Source: an optimization exercise on an open RTL-to-GDS flow (aim: small area, a short achievable clock period and few clock cycles). Production flows keep margins and buffers that such runs may drop. RTL that was checked went through simulation tests only; none was proved equivalent to the original. Power and IR drop assume default switching activity.

==> module gfce_tx, before the edit <==
module gfce_tx #(
    parameter [7:0] LOCAL_ADDR = 8'h42
) (
    input  wire       clk,
    input  wire       rst,
    input  wire       req_valid,
    output wire       req_ready,
    input  wire [7:0] req_dest,
    input  wire [7:0] req_cmd,
    input  wire [7:0] req_plen,
    input  wire       pl_valid,
    output wire       pl_ready,
    input  wire [7:0] pl_data,
    output wire       out_valid,
    input  wire       out_ready,
    output wire [7:0] out_data,
    output wire       done,
    output wire [3:0] done_status,
    output wire [7:0] done_inserted
);
    localparam [7:0] ESC = 8'hE0, ACK = 8'hE1, SOF = 8'hE2, EOF = 8'hE3;
    localparam [15:0] CRC_SOF = 16'hC4FF;    
    reg s_start, s_dest, s_len, s_src, s_cmd, s_pay, s_crch, s_crcl, s_eof, s_ack, s_rej;
    reg        hv;             
    reg [7:0]  h;
    reg        pend;           
    reg [1:0]  pend_lo;        
    reg [15:0] crc;            
    reg [7:0]  count;          
    reg [7:0]  inserted;       
    wire gen = !hv || out_ready;     
    wire pop = hv && out_ready;
    assign out_valid     = hv;
    assign out_data      = h;
    assign done          = (s_start && pop) || s_rej;
    assign done_status   = {s_rej, 3'b000};
    assign done_inserted = inserted;
    function automatic is_res(input [7:0] b);
        is_res = (b[7:2] == 6'b111000);
    endfunction
    wire       too_long = (req_plen[7:3] == 5'b11111);    
    wire [7:0] fc = ({8{s_dest}} & req_dest) | ({8{s_len}} & count) |
                    ({8{s_src}} & LOCAL_ADDR) | ({8{s_cmd}} & req_cmd) |
                    ({8{s_pay}} & pl_data);
    wire [7:0] fb = fc | ({8{s_crch}} & crc[15:8]) | ({8{s_crcl}} & crc[7:0]);
    wire res = (s_dest && is_res(req_dest)) || (s_len && is_res(count)) ||
               (s_cmd && is_res(req_cmd)) || (s_pay && is_res(pl_data)) ||
               (s_crch && is_res(crc[15:8])) || (s_crcl && is_res(crc[7:0]));
    wire [15:0] crc_next;
    gfce_crc_byte u_crc (.crc_in(crc), .data(fc), .crc_out(crc_next));
    wire interior = s_dest || s_len || s_src || s_cmd || s_pay || s_crch || s_crcl;
    wire ready_st = (interior && !s_pay) || (s_pay && pl_valid) || s_eof || s_ack;
    wire go       = gen && !pend;
    wire proc     = go && ready_st;                           
    wire start    = gen && s_start && req_valid && !too_long;  
    wire reject   = s_start && !hv && req_valid && too_long;
    wire esc_now  = proc && res;
    wire push     = gen && (pend || ready_st || (s_start && req_valid && !too_long));
    assign req_ready = (s_cmd && go) || s_rej;
    assign pl_ready  = s_pay && go;
    reg [7:0] pb;
    always @(*) begin
        if (pend)
            pb = {6'b110000, pend_lo};
        else if (s_start)
            pb = SOF;
        else if (s_eof)
            pb = EOF;
        else if (s_ack)
            pb = ACK;
        else if (res)
            pb = ESC;
        else
            pb = fb;
    end
    always @(posedge clk) begin
        if (rst) begin
            s_start <= 1'b1;
            s_dest  <= 1'b0;
            s_len   <= 1'b0;
            s_src   <= 1'b0;
            s_cmd   <= 1'b0;
            s_pay   <= 1'b0;
            s_crch  <= 1'b0;
            s_crcl  <= 1'b0;
            s_eof   <= 1'b0;
            s_ack   <= 1'b0;
            s_rej   <= 1'b0;
            hv      <= 1'b0;
            pend    <= 1'b0;
        end else begin
            if (push) hv <= 1'b1;
            else if (pop) hv <= 1'b0;
            if (gen) begin
                if (pend) pend <= 1'b0;
                else if (esc_now) pend <= 1'b1;
            end
            if (start) begin
                s_start <= 1'b0;
                s_dest  <= 1'b1;
            end
            if (reject) begin
                s_start <= 1'b0;
                s_rej   <= 1'b1;
            end
            if (s_rej) begin
                s_rej   <= 1'b0;
                s_start <= 1'b1;
            end
            if (proc) begin
                s_dest <= 1'b0;
                s_len  <= s_dest;
                s_src  <= s_len;
                s_cmd  <= s_src;
                s_crcl <= s_crch;
                s_eof  <= s_crcl;
                s_ack  <= s_eof;
                if (s_ack) s_start <= 1'b1;
                if (s_cmd) begin
                    s_pay  <= (count != 8'd8);
                    s_crch <= (count == 8'd8);
                end else begin
                    s_pay  <= s_pay && (count != 8'd9);
                    s_crch <= s_pay && (count == 8'd9);
                end
            end
        end
    end
    always @(posedge clk) begin
        if (push) h <= pb;
        if (!pend) pend_lo <= fb[1:0];
        if (start)
            crc <= CRC_SOF;
        else if (proc && (s_dest || s_len || s_src || s_cmd || s_pay))
            crc <= crc_next;
        if (start)
            inserted <= 8'd0;
        else if (pend && gen)
            inserted <= inserted + 8'd1;
        if (s_start)
            count <= {req_plen[7:3] + 5'd1, req_plen[2:0]};
        else if (proc && s_pay)
            count <= count - 8'd1;
    end
endmodule
==> flow/config.mk <==
export PLATFORM = sky130hd
export DESIGN_NAME = gfce_codec
export DESIGN_NICKNAME = gfce_codec
export VERILOG_FILES = /design/flow/design.v
export SDC_FILE = /design/flow/constraint.sdc
export NUM_CORES = 4
export LEC_CHECK = 0
export CAP_MARGIN = 20
export CORE_MARGIN = 2
export CORE_UTILIZATION = 40
export CTS_BUF_LIST = sky130_fd_sc_hd__clkbuf_8
export SETUP_SLACK_MARGIN = 1.8
export SLEW_MARGIN = 20
==> flow/constraint.sdc <==
create_clock -name core_clock -period 4.0 [get_ports {clk}]
set_input_delay 0.8000 -clock core_clock [delete_from_list [all_inputs] [get_ports {clk}]]
set_output_delay 0.8000 -clock core_clock [all_outputs]
set_load 0.01 [all_outputs]
standard.sh (not shown) runs the stock make flow with config.mk's settings and CLKGATE_MAP_FILE= SYNTH_SCRIPT=/design/flow/synth_recipe.tcl, a recipe that flattens the netlist after the stock synthesis.
==> flow/flow/run.sh <==
#!/bin/bash
set -euo pipefail
export BUFFER_PORTS_ARGS="-buffer_cell sky130_fd_sc_hd__buf_1"
bash standard.sh > standard_flow.log 2>&1
Testbench counts at the start, summed over its fixed seeds: cycles 18,293.
Change:
--- a/flow/design.v
+++ b/flow/design.v
@@ -28,30 +28,30 @@
     output wire       pl_ready,
     input  wire [7:0] pl_data,
     output wire       out_valid,
     input  wire       out_ready,
     output wire [7:0] out_data,
-    output wire       done,
+    output reg        done,
     output wire [3:0] done_status,
     output wire [7:0] done_inserted
 );
     localparam [7:0] ESC = 8'hE0, ACK = 8'hE1, SOF = 8'hE2, EOF = 8'hE3;
     localparam [15:0] CRC_SOF = 16'hC4FF;    
-    reg s_start, s_dest, s_len, s_src, s_cmd, s_pay, s_crch, s_crcl, s_eof, s_ack, s_rej;
-    reg        hv;             
-    reg [7:0]  h;
+    reg s_start, s_dest, s_len, s_src, s_cmd, s_pay, s_crch, s_crcl, s_eof, s_ack, s_wait, s_rej;
+    reg        hv, sv;         
+    reg [7:0]  h, s;
     reg        pend;           
     reg [1:0]  pend_lo;        
     reg [15:0] crc;            
     reg [7:0]  count;          
     reg [7:0]  inserted;       
-    wire gen = !hv || out_ready;     
+    reg        rej;            
+    wire gen = !sv;                  
     wire pop = hv && out_ready;
     assign out_valid     = hv;
     assign out_data      = h;
-    assign done          = (s_start && pop) || s_rej;
-    assign done_status   = {s_rej, 3'b000};
+    assign done_status   = {rej, 3'b000};
     assign done_inserted = inserted;
     function automatic is_res(input [7:0] b);
         is_res = (b[7:2] == 6'b111000);
     endfunction
     wire       too_long = (req_plen[7:3] == 5'b11111);    
@@ -67,11 +67,12 @@
     wire interior = s_dest || s_len || s_src || s_cmd || s_pay || s_crch || s_crcl;
     wire ready_st = (interior && !s_pay) || (s_pay && pl_valid) || s_eof || s_ack;
     wire go       = gen && !pend;
     wire proc     = go && ready_st;                           
     wire start    = gen && s_start && req_valid && !too_long;  
-    wire reject   = s_start && !hv && req_valid && too_long;
+    wire reject   = s_start && req_valid && too_long;
+    wire ack_gone = s_wait && pop && !sv;    
     wire esc_now  = proc && res;
     wire push     = gen && (pend || ready_st || (s_start && req_valid && !too_long));
     assign req_ready = (s_cmd && go) || s_rej;
     assign pl_ready  = s_pay && go;
     reg [7:0] pb;
@@ -100,15 +101,24 @@
             s_crch  <= 1'b0;
             s_crcl  <= 1'b0;
             s_eof   <= 1'b0;
             s_ack   <= 1'b0;
             s_rej   <= 1'b0;
+            s_wait  <= 1'b0;
             hv      <= 1'b0;
+            sv      <= 1'b0;
             pend    <= 1'b0;
+            done    <= 1'b0;
         end else begin
-            if (push) hv <= 1'b1;
-            else if (pop) hv <= 1'b0;
+            done <= ack_gone || s_rej;
+            if (pop) begin
+                if (sv) sv <= 1'b0;
+                else if (!push) hv <= 1'b0;
+            end else if (push) begin
+                if (hv) sv <= 1'b1;
+                else hv <= 1'b1;
+            end
             if (gen) begin
                 if (pend) pend <= 1'b0;
                 else if (esc_now) pend <= 1'b1;
             end
             if (start) begin
@@ -117,23 +127,24 @@
             end
             if (reject) begin
                 s_start <= 1'b0;
                 s_rej   <= 1'b1;
             end
-            if (s_rej) begin
+            if (s_rej || ack_gone) begin
                 s_rej   <= 1'b0;
+                s_wait  <= 1'b0;
                 s_start <= 1'b1;
             end
             if (proc) begin
                 s_dest <= 1'b0;
                 s_len  <= s_dest;
                 s_src  <= s_len;
                 s_cmd  <= s_src;
                 s_crcl <= s_crch;
                 s_eof  <= s_crcl;
                 s_ack  <= s_eof;
-                if (s_ack) s_start <= 1'b1;
+                if (s_ack) s_wait <= 1'b1;
                 if (s_cmd) begin
                     s_pay  <= (count != 8'd8);
                     s_crch <= (count == 8'd8);
                 end else begin
                     s_pay  <= s_pay && (count != 8'd9);
@@ -141,11 +152,18 @@
                 end
             end
         end
     end
     always @(posedge clk) begin
-        if (push) h <= pb;
+        rej <= s_rej;
+        if (pop) begin
+            if (sv) h <= s;
+            else if (push) h <= pb;
+        end else if (push) begin
+            if (hv) s <= pb;
+            else h <= pb;
+        end
         if (!pend) pend_lo <= fb[1:0];
         if (start)
             crc <= CRC_SOF;
         else if (proc && (s_dest || s_len || s_src || s_cmd || s_pay))
             crc <= crc_next;
=> The changed run completed without violations. Setup slack is better by 0.032 ns. Cell area rose by a few percent. Via count climbs by a few percent. Non-clock buffer count falls by 10. Die area grows by a little under a tenth. Synthesized cell count rises by roughly a tenth. Sequential share of layout area climbs by 1.4 points. Global-route usage is higher by 0.34 points. Power rose by about a fifth. Maximum frequency climbs slightly. Critical path depth went up by 4. Area after synthesis came out higher by a little under a tenth. Hold slack loses 0.057 ns. Register-to-register slack hardly moves.
Function not checked in the second run of this note: the RTL went through the layout flow alone.

[afterwards: timing with drivers on the ports]
In the flow no input, the clock included, has a driving cell. The finished layouts below were timed again as built, in two steps. Step 1: set_driving_cell puts a clkbuf_16 on clk and a buf_2 on each other input, an assumption about the parent block. Step 2 moves the port delays by t, midway between the first and last clock arrival at a register: inputs arrive t later, outputs are due t later. That takes back most of the time a late clock gives input paths. Slacks: ideal / step 1 / step 2; pairs: ideal / step 1.
run	shift t [ns]	slack for setup (ns)	hold slack, ns	worst data-port slew with drivers (ns)
the first run	0.474	1.815 / 1.783 / 1.437	0.442 / 0.442 / 0.442	0.07
the second run	0.500	1.847 / 1.833 / 1.365	0.385 / 0.385 / 0.385	0.07
After both steps every run listed still meets setup and hold. The setup slack of the second run, which loses most, moves by -0.014 ns with the drivers and by -0.482 ns with both steps.
